Background: an optimization exercise with open tools, aiming at small area, a short achievable clock period and few clock cycles per item. Do not read the settings as production practice.
Function was not checked in any run shown here: the RTL went through the layout flow alone.

$ cat flow/standard.sh
#!/bin/bash
# synth_recipe.tcl (not shown) runs the flow's synth.tcl, then flattens the netlist and writes it again
# the make line also repeats each setting of config.mk as NAME=value (left out here)
make -C /OpenROAD-flow-scripts/flow DESIGN_CONFIG=/design/flow/config.mk WORK_HOME=/design/flow/orfs CLKGATE_MAP_FILE= SYNTH_SCRIPT=/design/flow/synth_recipe.tcl "${@:-finish}"
$ cat flow/flow/run.sh
#!/bin/bash
# Layout flow: the standard ORFS flow (standard synthesis unchanged),
# with each input and output port buffered by a small buf_1 cell instead of
# the delay buffer the placer picks by default, and a clock tree without
# dummy balancing loads.
set -euo pipefail
cd "$(dirname "$0")/.."
bash standard.sh "BUFFER_PORTS_ARGS=-buffer_cell sky130_fd_sc_hd__buf_1" \
  "CTS_ARGS=-sink_clustering_enable -repair_clock_nets -dont_use_dummy_load -buf_list sky130_fd_sc_hd__clkbuf_8 -root_buf sky130_fd_sc_hd__clkbuf_16 -sink_clustering_size 16 -sink_clustering_max_diameter 50" \
  finish > flow_make.log 2>&1
$ cat flow/design.v
module sm3_core (
    input  wire         clk,
    input  wire         rst,         
    input  wire         start_i,
    input  wire         first_i,
    input  wire [511:0] block_i,     
    output wire         ready_o,
    output reg          done_o,
    output wire [255:0] digest_o     
);
    localparam [255:0] IV = {32'h7380166F, 32'h4914B2B9, 32'h172442D7, 32'hDA8A0600,
                             32'hA96F30BC, 32'h163138AA, 32'hE38DEE4D, 32'hB0FB0E4E};
    localparam [31:0]  T0 = 32'h79CC4519;
    localparam [31:0]  T1 = 32'h7A879D8A;
    function [31:0] p0;
        input [31:0] x;
        begin
            p0 = x ^ {x[22:0], x[31:23]} ^ {x[14:0], x[31:15]};
        end
    endfunction
    function [31:0] p1;
        input [31:0] x;
        begin
            p1 = x ^ {x[16:0], x[31:17]} ^ {x[8:0], x[31:9]};
        end
    endfunction
    function [31:0] add32;
        input [31:0] x, y;
        reg   [31:0] g, p;
        integer i, d;
        begin
            g = x & y;
            p = x ^ y;
            for (d = 1; d < 32; d = d * 2)
                for (i = 0; i < 32; i = i + 1)
                    if (i & d) begin
                        g[i] = g[i] | (p[i] & g[(i & ~(d - 1)) - 1]);
                        p[i] = p[i] & p[(i & ~(d - 1)) - 1];
                    end
            add32 = x ^ y ^ {g[30:0], 1'b0};
        end
    endfunction
    reg          busy_q;                 
    reg          rdy_q;                  
    reg          rdyo_q;                 
    reg  [5:0]   cnt_q;                  
    reg          early_q;                
    reg          ear2_q;                 
    reg          late_q;                 
    reg          lat2_q;                 
    reg          cv_q;                   
    reg          rcv_q;                  
    reg          rncv_q;                 
    reg  [255:0] v_q;                    
    reg          v0_q;                   
    reg          vld_q;                  
    reg  [255:0] s_q;                    
    reg  [511:0] w_q;                    
    reg  [31:0]  k_q;                    
    wire [31:0] wt [0:15];               
    wire [31:0] w0  = wt[0];             
    wire [31:0] w3  = wt[3];
    wire [31:0] w4  = wt[4];
    wire [31:0] w7  = wt[7];
    wire [31:0] w10 = wt[10];
    wire [31:0] w13 = wt[13];
    wire [31:0] w16 = p1(w0 ^ w7 ^ {w13[16:0], w13[31:17]})
                      ^ {w3[24:0], w3[31:25]} ^ w10;         
    wire [31:0] wp  = w0 ^ w4;                               
    wire [31:0] a, b, c, d, e, f, g, h;
    assign {a, b, c, d, e, f, g, h} = s_q;
    wire [31:0] a12 = {a[19:0], a[31:20]};
    wire [31:0] s0s = a12 ^ e ^ k_q;
    wire [31:0] s0c = (a12 & e) | (a12 & k_q) | (e & k_q);
    wire [31:0] sst = add32(s0s, {s0c[30:0], 1'b0});
    wire [31:0] ss1 = {sst[24:0], sst[31:25]};
    wire [31:0] ss2 = ss1 ^ a12;
    wire [31:0] fsel = {{16{early_q}}, {16{ear2_q}}};
    wire [31:0] ff  = (fsel & (a ^ b ^ c)) | (~fsel & ((a & b) | (a & c) | (b & c)));
    wire [31:0] gsel = {{16{late_q}}, {16{lat2_q}}};
    wire [31:0] gg  = (gsel & ((e & f) | (~e & g))) | (~gsel & (e ^ f ^ g));
    wire [31:0] t1s = ff ^ d ^ wp;
    wire [31:0] t1c = {((ff & d) | (ff & wp) | (d & wp)), 1'b0};
    wire [31:0] x1  = add32(t1s, t1c);
    wire [31:0] tt1 = add32(x1, ss2);
    wire [31:0] t2s = gg ^ h ^ w0;
    wire [31:0] t2c = {((gg & h) | (gg & w0) | (h & w0)), 1'b0};
    wire [31:0] x2  = add32(t2s, t2c);
    wire [31:0] tt2 = add32(x2, ss1);
    wire [255:0] s_next = {tt1, a, {b[22:0], b[31:23]}, c,
                           p0(tt2), e, {f[12:0], f[31:13]}, g};
    wire [511:0] w_d;
    genvar gk;
    generate
        for (gk = 0; gk < 16; gk = gk + 1) begin : g_w
            wire [31:0] ws = w_q[511-32*gk -: 32];
            wire [31:0] bk = block_i[511-32*gk -: 32];
            if (gk % 2 == 0) begin : g_even
                assign wt[gk] = ws;
                assign w_d[511-32*gk -: 32] = (~w_q[479-32*gk -: 32] | {32{rdy_q}})
                                              & (bk | {32{busy_q}});
            end else begin : g_odd
                assign wt[gk] = ~ws;
                if (gk == 15) begin : g_last
                    assign w_d[31:0] = ~((w16 | {32{rdy_q}}) & (bk | {32{busy_q}}));
                end else begin : g_mid
                    assign w_d[511-32*gk -: 32] = ~((w_q[479-32*gk -: 32] | {32{rdy_q}})
                                                    & (bk | {32{busy_q}}));
                end
            end
        end
    endgenerate
    wire         last   = busy_q & (cnt_q == 6'd63);
    wire         acc    = start_i & rdy_q;
    wire         sel_iv = first_i | ~cv_q;             
    wire         ld_v   = rcv_q & ~first_i;            
    wire         ld_iv  = rncv_q | (rdy_q & first_i);  
    wire         busy_n = ~rst & (acc | (busy_q & ~last));
    wire         rdy_n  = rst | (~acc & (rdy_q | last));
    wire         cv_n   = ~rst & (cv_q | acc);
    wire [5:0]   j_next = busy_q ? cnt_q + 6'd1 : 6'd0;
    assign ready_o  = rdyo_q;
    assign digest_o = v_q;
    always @(posedge clk) begin
        s_q <= ({256{busy_q}} & s_next) | ({256{ld_v}} & v_q) | ({256{ld_iv}} & IV);
        w_q <= w_d;
        v_q <= (v0_q ? IV : v_q) ^ ({256{vld_q}} & s_next);
        if (!busy_q)
            k_q <= T0;
        else if (cnt_q == 6'd15)
            k_q <= {T1[15:0], T1[31:16]};
        else
            k_q <= {k_q[30:0], k_q[31]};
        early_q <= (j_next < 6'd16);
        late_q  <= (j_next >= 6'd16);
        if (rst || last) begin
            lat2_q <= 1'b0;
            ear2_q <= 1'b1;
        end else if (busy_q && cnt_q == 6'd15) begin
            lat2_q <= 1'b1;
            ear2_q <= 1'b0;
        end
        vld_q   <= ~rst & busy_q & (cnt_q == 6'd62);
        v0_q    <= ~rst & acc & sel_iv;
        busy_q <= busy_n;
        rdy_q  <= rdy_n;
        rdyo_q <= ~busy_n;
        cv_q   <= cv_n;
        rcv_q  <= rdy_n & cv_n;
        rncv_q <= rdy_n & ~cv_n;
        if (rst) begin
            cnt_q  <= 6'd0;
            done_o <= 1'b0;
        end else begin
            done_o <= last;
            if (busy_q)
                cnt_q <= cnt_q + 6'd1;
        end
    end
endmodule
$ cat flow/config.mk
export PLATFORM = sky130hd
export DESIGN_NAME = sm3_core
export DESIGN_NICKNAME = sm3_core
export VERILOG_FILES = /design/flow/design.v
export SDC_FILE = /design/flow/constraint.sdc
export NUM_CORES = 4
export LEC_CHECK = 0
export ABC_AREA = 1
export CAP_MARGIN = 20
export CORE_MARGIN = 2
export CORE_UTILIZATION = 55
export PLACE_DENSITY = 0.7
export SLEW_MARGIN = 50
$ cat flow/constraint.sdc
create_clock -name core_clock -period 20.0 [get_ports {clk}]
set_input_delay 4.0000 -clock core_clock [delete_from_list [all_inputs] [get_ports {clk}]]
set_output_delay 4.0000 -clock core_clock [all_outputs]
set_load 0.01 [all_outputs]
==> reports/metrics.yaml, run 1 <==
outcome: "finished clean"
fin_ws_ps: 13490
drt_pre_antenna_iters: 7
worstPathArrival_ps: 7010
area_delta_synth_final_pct: 11.5
final_nets: 7003
rows: 108
synth_top_cell_area_share_pct: 44.6
critPathKind: "flip-flop to flip-flop"
clk_pin_slew_ps: 100
synth.area.top_cells: "dfxtp_1 45%, xor2_1 8.1%, nand2_1 7.4%, fa_1 6.1%, a21oi_1 4.2%"
postCtsSetupBuffers: 0
numClockSinks: 1075
synth_area_leader_cell: "dfxtp_1"
yosysWarnings: 1
dp.cells: 7229
post-place-ws_ps: 13470
tns_ps: 0
cpMostUsedCell: "nand2_1"
ant_nets: 0
ys_ff_latch: 1075
synth_cells: 5525
relSlewSlack_pct: 46.8
grt_pass1_wl_um: 274000
drt_wl_total_um: 199000
fin_crit_sh_pct: 32.6
grt_max_degree: 167
wl_per_cell_um: 27.0
end_kind: "flip-flop"
synth_cell_types: 61
reg2reg_setup_slack_ps: 13490
overflow: 0
cts_tree: "yes"
vias_per_cell: 5.79
place_congestion: 1.04
tightest_slew_ps: 796
ioPinCount: 774
stdcell_count: 7366
coreArea_mm2: 0.0869
drc: 0
critPathBufInv: 3
min-delay-path-class: "flip-flop to flip-flop"
cap_violations: 0
ctsHoldBuffers: 0
seq_area_frac_synth_pct: 44.6
synthesis.nets: 6340
fillerInstances: 7785
min_period_ps: 6510
die_area_mm2: 0.0901
dpl_cell_area_mm2: 0.0521
crit_slowest_cell: "xor2_1"
crit_required_ps: 20490
grt_pass1_vias: 39200
report.final.slew_viol_count: 0
portBuffers: 773
clockRootBuffer: "clkbuf_16"
drive_gt1_share_pct: 4.12
cts_buffer_depth: 3
synth_edf_count: 0
critical_path.max_fanout: 32
start_util_pct: 55.5
dp_hpwl_um: 158000
die_h_um: 300
path_delay_family: "compound AO/OA/AOI/OAI gates"
postSynth.asyncResetShare_pct: 0
die_width_um: 300
rsz0062_at_grt: "false"
setup_violations: 0
clk_latency_ps: 670
drt_iter0_drc: 5299
numCtsBuffers: 109
fin_skew_ps: 91.5
fin_area_mm2: 0.0538
synthFlopType: "dfxtp_1"
cp-start-kind: "flip-flop"
htree_levels: 3
antenna_found_initial: 37
slowest_delay_ps: 550
syn_area_per_cell_um2: 8.73
hold_viol_final: 0
cts-resized-gates: 0
synth_area_mm2: 0.0483
num_vias: 42700
grt.total_usage_pct: 42.7
max_freq_mhz: 154
routing by layer:
metal	global-route usage (%)	wire, um	vias up
li1	-	-	19300
met1	53.5	71800	20200
met2	66.1	88000	2610
met3	8.67	22400	533
met4	30.0	16800	12
met5	0	81	-
final timing paths:
path | start | end | depth (start not counted)
worst max register to register | lat2_q | s_q[113] | 26
worst max-delay path | lat2_q | s_q[113] | 26
worst min-delay path | w_q[24] | w_q[56] | 1
worst min register to register | w_q[24] | w_q[56] | 1
area by class of cell:
cell class / instances / area [um2] / area share, %
Inverter: 494 / 1880 / 3.49
Sequential cell: 1075 / 21500 / 40.0
Tap cell: 1155 / 1450 / 2.69
Multi-Input combinational cell: 3697 / 23900 / 44.5
Timing Repair Buffer: 811 / 3340 / 6.20
Clock buffer: 109 / 1600 / 2.98
Antenna cell: 25 / 62.6 / 0.116
state kept, by name, summed over array words and instances (netlist names):
name,flops
w_q,512
s_q,256
late_q,1
lat2_q,1
rcv_q,1
rdyo_q,1
vld_q,1
ear2_q,1
done_o,1
cv_q,1
cnt_q,6
rdy_q,1
early_q,1
rncv_q,1
k_q,32
busy_q,1
v0_q,1
v_q,256
cell usage in the layout, fill, tap and decap left out, types with 12 or more instances in the layout:
master    instances
buf_1           773
nand3_1         144
o22ai_1         266
a221o_1          88
dfxtp_1        1069
buf_4            17
xnor2_1         169
inv_1           480
o21ai_0         129
nand4_1          16
or2_2            17
fa_1            147
nor3_1           12
nand2_1         954
xor2_1          439
buf_6            12
o21bai_1         14
nand2_2          21
clkbuf_8        101
ha_1            152
diode_2          25
a22o_1           76
nor2_1          522
a21oi_1         408
nand3b_1         13
mux2_2           15
cells by family (layout without fill, tap and decap cells):
family | Yosys count | count (layout) | share of synthesized area [%]
xor+xnor | 619 | 619 | 11.3
other cells | 0 | 25 | 0
fa+ha+maj | 299 | 299 | 10.0
flops | 1075 | 1075 | 44.6
mux | 18 | 18 | 0.412
buf+inv | 753 | 1414 | 5.92
simple gates | 1727 | 1727 | 14.4
compound gates | 1034 | 1034 | 13.3
Yosys cell counts, types with 7 or more instances:
cell	n
dfxtp_1	1075
nand2_1	954
nor2_1	523
inv_1	482
xor2_1	446
a21oi_1	408
o22ai_1	266
clkbuf_1	227
xnor2_1	169
ha_1	152
fa_1	147
nand3_1	144
o21ai_0	130
a221o_1	88
a22o_1	76
buf_1	24
nand2_2	21
or2_2	17
nand4_1	16
mux2_2	15
o21bai_1	14
nand3b_1	13
nor3_1	13
inv_2	9
nand3_2	9
o21ai_1	8
a21o_1	7
metrics by stage:
stage	hold WS, ps	util, %
after floorplan	388	-
after global placement	390	59.7
after detailed placement	392	59.9
after CTS	367	61.8
after global routing	376	61.9
final	360	61.9
worst reg2reg max path, stage by stage (launching register included):
cell	delay, ps
dfxtp_1	340
inv_2	430
o21ai_0	220
xor2_1	210
fa_1	480
inv_1	40
ha_1	300
or2_2	300
nand3_1	90
nand2_1	110
inv_1	120
o21bai_1	100
a21o_1	190
nand2_1	60
nand2_1	80
a21oi_1	190
xnor2_1	160
ha_1	310
a21oi_1	170
o21ai_0	110
a21oi_1	160
nand2_2	260
fa_1	500
xor2_1	550
xor2_1	170
a22oi_1	490
nand2_1	220
==> run 2: changes to the inputs <==
--- a/flow/design.v
+++ b/flow/design.v
@@ -46,13 +46,10 @@
     reg  [5:0]   cnt_q;                  
     reg          early_q;                
-    reg          ear2_q;                 
     reg          late_q;                 
-    reg          lat2_q;                 
     reg          cv_q;                   
     reg          rcv_q;                  
     reg          rncv_q;                 
+    reg          vf_q;                   
     reg  [255:0] v_q;                    
-    reg          v0_q;                   
-    reg          vld_q;                  
     reg  [255:0] s_q;                    
     reg  [511:0] w_q;                    
@@ -76,8 +73,10 @@
     wire [31:0] ss1 = {sst[24:0], sst[31:25]};
     wire [31:0] ss2 = ss1 ^ a12;
-    wire [31:0] fsel = {{16{early_q}}, {16{ear2_q}}};
-    wire [31:0] ff  = (fsel & (a ^ b ^ c)) | (~fsel & ((a & b) | (a & c) | (b & c)));
-    wire [31:0] gsel = {{16{late_q}}, {16{lat2_q}}};
-    wire [31:0] gg  = (gsel & ((e & f) | (~e & g))) | (~gsel & (e ^ f ^ g));
+    wire [31:0] fx  = a ^ b ^ c;
+    wire [31:0] fm  = (a & b) | (a & c) | (b & c);
+    wire [31:0] gx  = e ^ f ^ g;
+    wire [31:0] gc  = (e & f) | (~e & g);
+    wire [31:0] ff  = fm ^ ({32{early_q}} & (fm ^ fx));
+    wire [31:0] gg  = gx ^ ({32{late_q}} & (gx ^ gc));
     wire [31:0] t1s = ff ^ d ^ wp;
     wire [31:0] t1c = {((ff & d) | (ff & wp) | (d & wp)), 1'b0};
@@ -116,4 +115,5 @@
     wire         ld_v   = rcv_q & ~first_i;            
     wire         ld_iv  = rncv_q | (rdy_q & first_i);  
+    wire [255:0] v_use  = vf_q ? IV : v_q;
     wire         busy_n = ~rst & (acc | (busy_q & ~last));
     wire         rdy_n  = rst | (~acc & (rdy_q | last));
@@ -125,5 +125,6 @@
         s_q <= ({256{busy_q}} & s_next) | ({256{ld_v}} & v_q) | ({256{ld_iv}} & IV);
         w_q <= w_d;
-        v_q <= (v0_q ? IV : v_q) ^ ({256{vld_q}} & s_next);
+        if (last)
+            v_q <= v_use ^ s_next;
         if (!busy_q)
             k_q <= T0;
@@ -134,13 +135,4 @@
         early_q <= (j_next < 6'd16);
         late_q  <= (j_next >= 6'd16);
-        if (rst || last) begin
-            lat2_q <= 1'b0;
-            ear2_q <= 1'b1;
-        end else if (busy_q && cnt_q == 6'd15) begin
-            lat2_q <= 1'b1;
-            ear2_q <= 1'b0;
-        end
-        vld_q   <= ~rst & busy_q & (cnt_q == 6'd62);
-        v0_q    <= ~rst & acc & sel_iv;
         busy_q <= busy_n;
         rdy_q  <= rdy_n;
@@ -156,4 +148,6 @@
             if (busy_q)
                 cnt_q <= cnt_q + 6'd1;
+            if (acc)
+                vf_q <= sel_iv;
         end
     end
--- a/flow/config.mk
+++ b/flow/config.mk
@@ -9,5 +9,5 @@
 export CAP_MARGIN = 20
 export CORE_MARGIN = 2
-export CORE_UTILIZATION = 55
-export PLACE_DENSITY = 0.7
-export SLEW_MARGIN = 50
+export CORE_UTILIZATION = 40
+export PLACE_DENSITY = 0.6
+export SLEW_MARGIN = 20
==> run 2 against run 1 <==
Against the previous run: still clean; sequential share of layout area increased by 2.5 points; clock skew rose by 18 ps; critical endpoint is now v_q[98]; register-to-register slack got worse by 130 ps; global-route usage down 10 points; final cell count up 5.4%; critical path depth is 3 higher.
==> reports/metrics.yaml, run 2 <==
synth_edf_count: 257  # +257
synth_most_common_cell: "dfxtp_1"
start_util_pct: 40.2  # -15 points
clk_pin_slew_ps: 70  # -30 ps
synth.area.top_cells: "dfxtp_1 32%, edfxtp_1 15%, xor2_1 7.0%, fa_1 5.9%, nand2_1 5.7%"
die_width_um: 358  # +19%
max_freq_mhz: 151  # -2.0%
synth_area_mm2: 0.0503  # +4.2%
cp-start-kind: "flip-flop"
critical_path.max_fanout: 64  # +100%
die_h_um: 358  # +19%
antenna_found_initial: 11  # -70%
ys_ff_latch: 1072  # -0.28%
synth_top_cell_area_share_pct: 32.5  # -12 points
slowest_delay_ps: 740  # +190 ps
reg_top3: "w_q (512), s_q (256), v_q (256)"
postSynth.asyncResetShare_pct: 0  # unchanged
layout_common_cells: "813 x dfxtp_1, 773 x buf_1, 763 x nand2_1"
reg2reg_setup_slack_ps: 13360  # -130 ps
fin_skew_ps: 110  # +18.3 ps
clk_latency_ps: 740  # +70 ps
vias_per_cell: 5.29  # -8.7%
min-delay-path-class: "flip-flop to flip-flop"
cts_buffer_depth: 3  # unchanged
drt_wl_total_um: 213000  # +6.9%
rows: 130  # +20%
synth_cell_types: 59  # -3.3%
crit_required_ps: 20420  # -70 ps
fin_area_mm2: 0.0566  # +5.1%
critPathBufInv: 4  # +1
synthFlopType: "dfxtp_1"
crit_slowest_cell: "inv_2"
synthTopCellsByCount: "815 x dfxtp_1, 763 x nand2_1, 549 x inv_1"
numCtsBuffers: 132  # +21%
critPathKind: "flip-flop to flip-flop"
tightest_slew_ps: 1310  # +517 ps
num_vias: 41100  # -3.7%
grt_pass1_wl_um: 289000  # +5.6%
coreArea_mm2: 0.125  # +44%
drt_pre_antenna_iters: 6  # -1
portBuffers: 773  # unchanged
relSlewSlack_pct: 12.5  # -34 points
final_nets: 6924  # -1.1%
rsz0062_at_grt: "false"
largest_register_ffs: 512  # unchanged
cts-resized-gates: 0  # unchanged
clockRootBuffer: "clkbuf_16"
overflow: 0  # unchanged
synthesis.nets: 6207  # -2.1%
final_common_cell: "dfxtp_1"
cap_violations: 0  # unchanged
numClockSinks: 1072  # -0.28%
dp_hpwl_um: 170000  # +7.8%
htree_levels: 4  # +1
report.final.slew_viol_count: 0  # unchanged
top_register: "w_q"
place_congestion: 0.975  # -6.1%
grt.total_usage_pct: 32.3  # -10 points
postCtsSetupBuffers: 0  # unchanged
dpl_cell_area_mm2: 0.0547  # +5.1%
ant_nets: 0  # unchanged
path_delay_family: "adder cells"
ioPinCount: 774  # unchanged
drt_iter0_drc: 4222  # -20%
synth_area_leader_cell: "dfxtp_1"
end_kind: "flip-flop"
cts_tree: "yes"
tns_ps: 0  # unchanged
worstPathArrival_ps: 7070  # +60 ps
die_area_mm2: 0.129  # +43%
fin_crit_sh_pct: 33.2  # +0.65 points
outcome: "finished clean"
grt_pass1_vias: 39300  # +0.15%
wl_per_cell_um: 27.4  # +1.4%
grt_max_degree: 152  # -9.0%
area_delta_synth_final_pct: 12.5
setup_violations: 0  # unchanged
syn_area_per_cell_um2: 9.32  # +6.7%
drc: 0  # unchanged
hold_viol_final: 0  # unchanged
min_period_ps: 6640  # +131 ps
synth_cells: 5393  # -2.4%
ctsHoldBuffers: 0  # unchanged
drive_gt1_share_pct: 5.40  # +1.3 points
seq_area_frac_synth_pct: 47.8  # +3.2 points
yosysWarnings: 1  # unchanged
cpMostUsedCell: "nand2_1"
==> run 2: cell types whose count changed in the layout (fill, tap and decap cells not counted), moves of 29 or more <==
cell      before  now
dfxtp_1     1069  813
nand2_1      954  763
xor2_1       439  403
nand3_1      144  173
clkbuf_8     101  131
inv_1        480  545
o21ai_0      129  254
xnor2_1      169  216
a22o_1        76    0
edfxtp_1       0  257
nor2_1       522  465
==> run 2: layout make-up <==
| cell class | instances | area, um2 |
|---|---|---|
| well taps | 1650 | 2060 |
| fillers | 12400 | 68500 |
| inverters | 563 | 2130 |
| diodes | 7 | 17.5 |
| multi-input cells | 3528 | 23200 |
| clock buffers | 132 | 1830 |
| repair buffers | 813 | 3230 |
| flip-flops and latches | 1072 | 24000 |
==> run 2: layer usage <==
| metal | up-vias | share of wire [%] | track usage [%] |
|---|---|---|---|
| li1 | 19100 | - | - |
| met1 | 19800 | 38 | 38.2 |
| met2 | 1808 | 49 | 54.8 |
| met3 | 362 | 7.4 | 6.94 |
| met4 | 8 | 5.8 | 17.4 |
| met5 | - | 0.024 | 0 |
==> run 2: worst reg2reg max path: cells and delay by family, from the launching register on <==
family | cells | cell delay (ps)
adders and majority gates | 4 | 1640
AOI/OAI and AO/OA | 8 | 1440
xor gates and xnor gates | 4 | 1180
buffers and inverters | 4 | 950
and+or+nand+nor | 9 | 840
DFF | 1 | 320
==> run 2: cell families (layout without fill, tap and decap cells) <==
| group | count (synthesis) | count (layout) | synth area share (%) |
|---|---|---|---|
| simple gates | 1521 | 1521 | 12.7 |
| xor+xnor | 630 | 630 | 11.2 |
| other cells | 0 | 7 | 0 |
| flops | 1072 | 1072 | 47.8 |
| buf+inv | 793 | 1508 | 5.97 |
| mux | 31 | 31 | 0.687 |
| compound gates | 1048 | 1048 | 12.0 |
| fa+ha+maj | 298 | 298 | 9.61 |
==> run 2: metrics by stage <==
step                hold slack (ps)  setup WS [ps]  cells  utilization, %
floorplan                       388           7250   5393               -
finish                          358          13360   7765            45.2
CTS                             361          13390   7758            45.2
detailed placement              393          13430   7626            43.7
global route                    366          12870   7764            45.2
global placement                391          13530   7626            43.7
==> run 2: path summary, 6_finish.rpt <==
kind	startpoint	endpoint	cells after the start
max	late_q	v_q[98]	29
min	w_q[471]	w_q[503]	1
max reg2reg	late_q	v_q[98]	29
min reg2reg	w_q[471]	w_q[503]	1

what the ideal ports hide:
The flow's constraints put no driver on any port. The routed layouts listed below were extracted and timed again, unchanged, in two steps. Step 1, drivers: a clkbuf_16 drives clk and a buf_2 each remaining input, both assumed. Step 2, shift: input delay + t, output delay - t, t = (earliest + latest rising clock arrival at the registers) / 2. This alone moves slack from input paths to output paths. Slacks: ideal / step 1 / step 2; pairs: ideal / step 1.
run	t, ns	setup WS [ns]	worst data-port slew with drivers (ns)
run 1	0.699	13.487 / 13.487 / 13.487	0.29
run 2	0.771	13.356 / 13.356 / 13.356	0.15
After both steps every run listed still meets setup and hold.
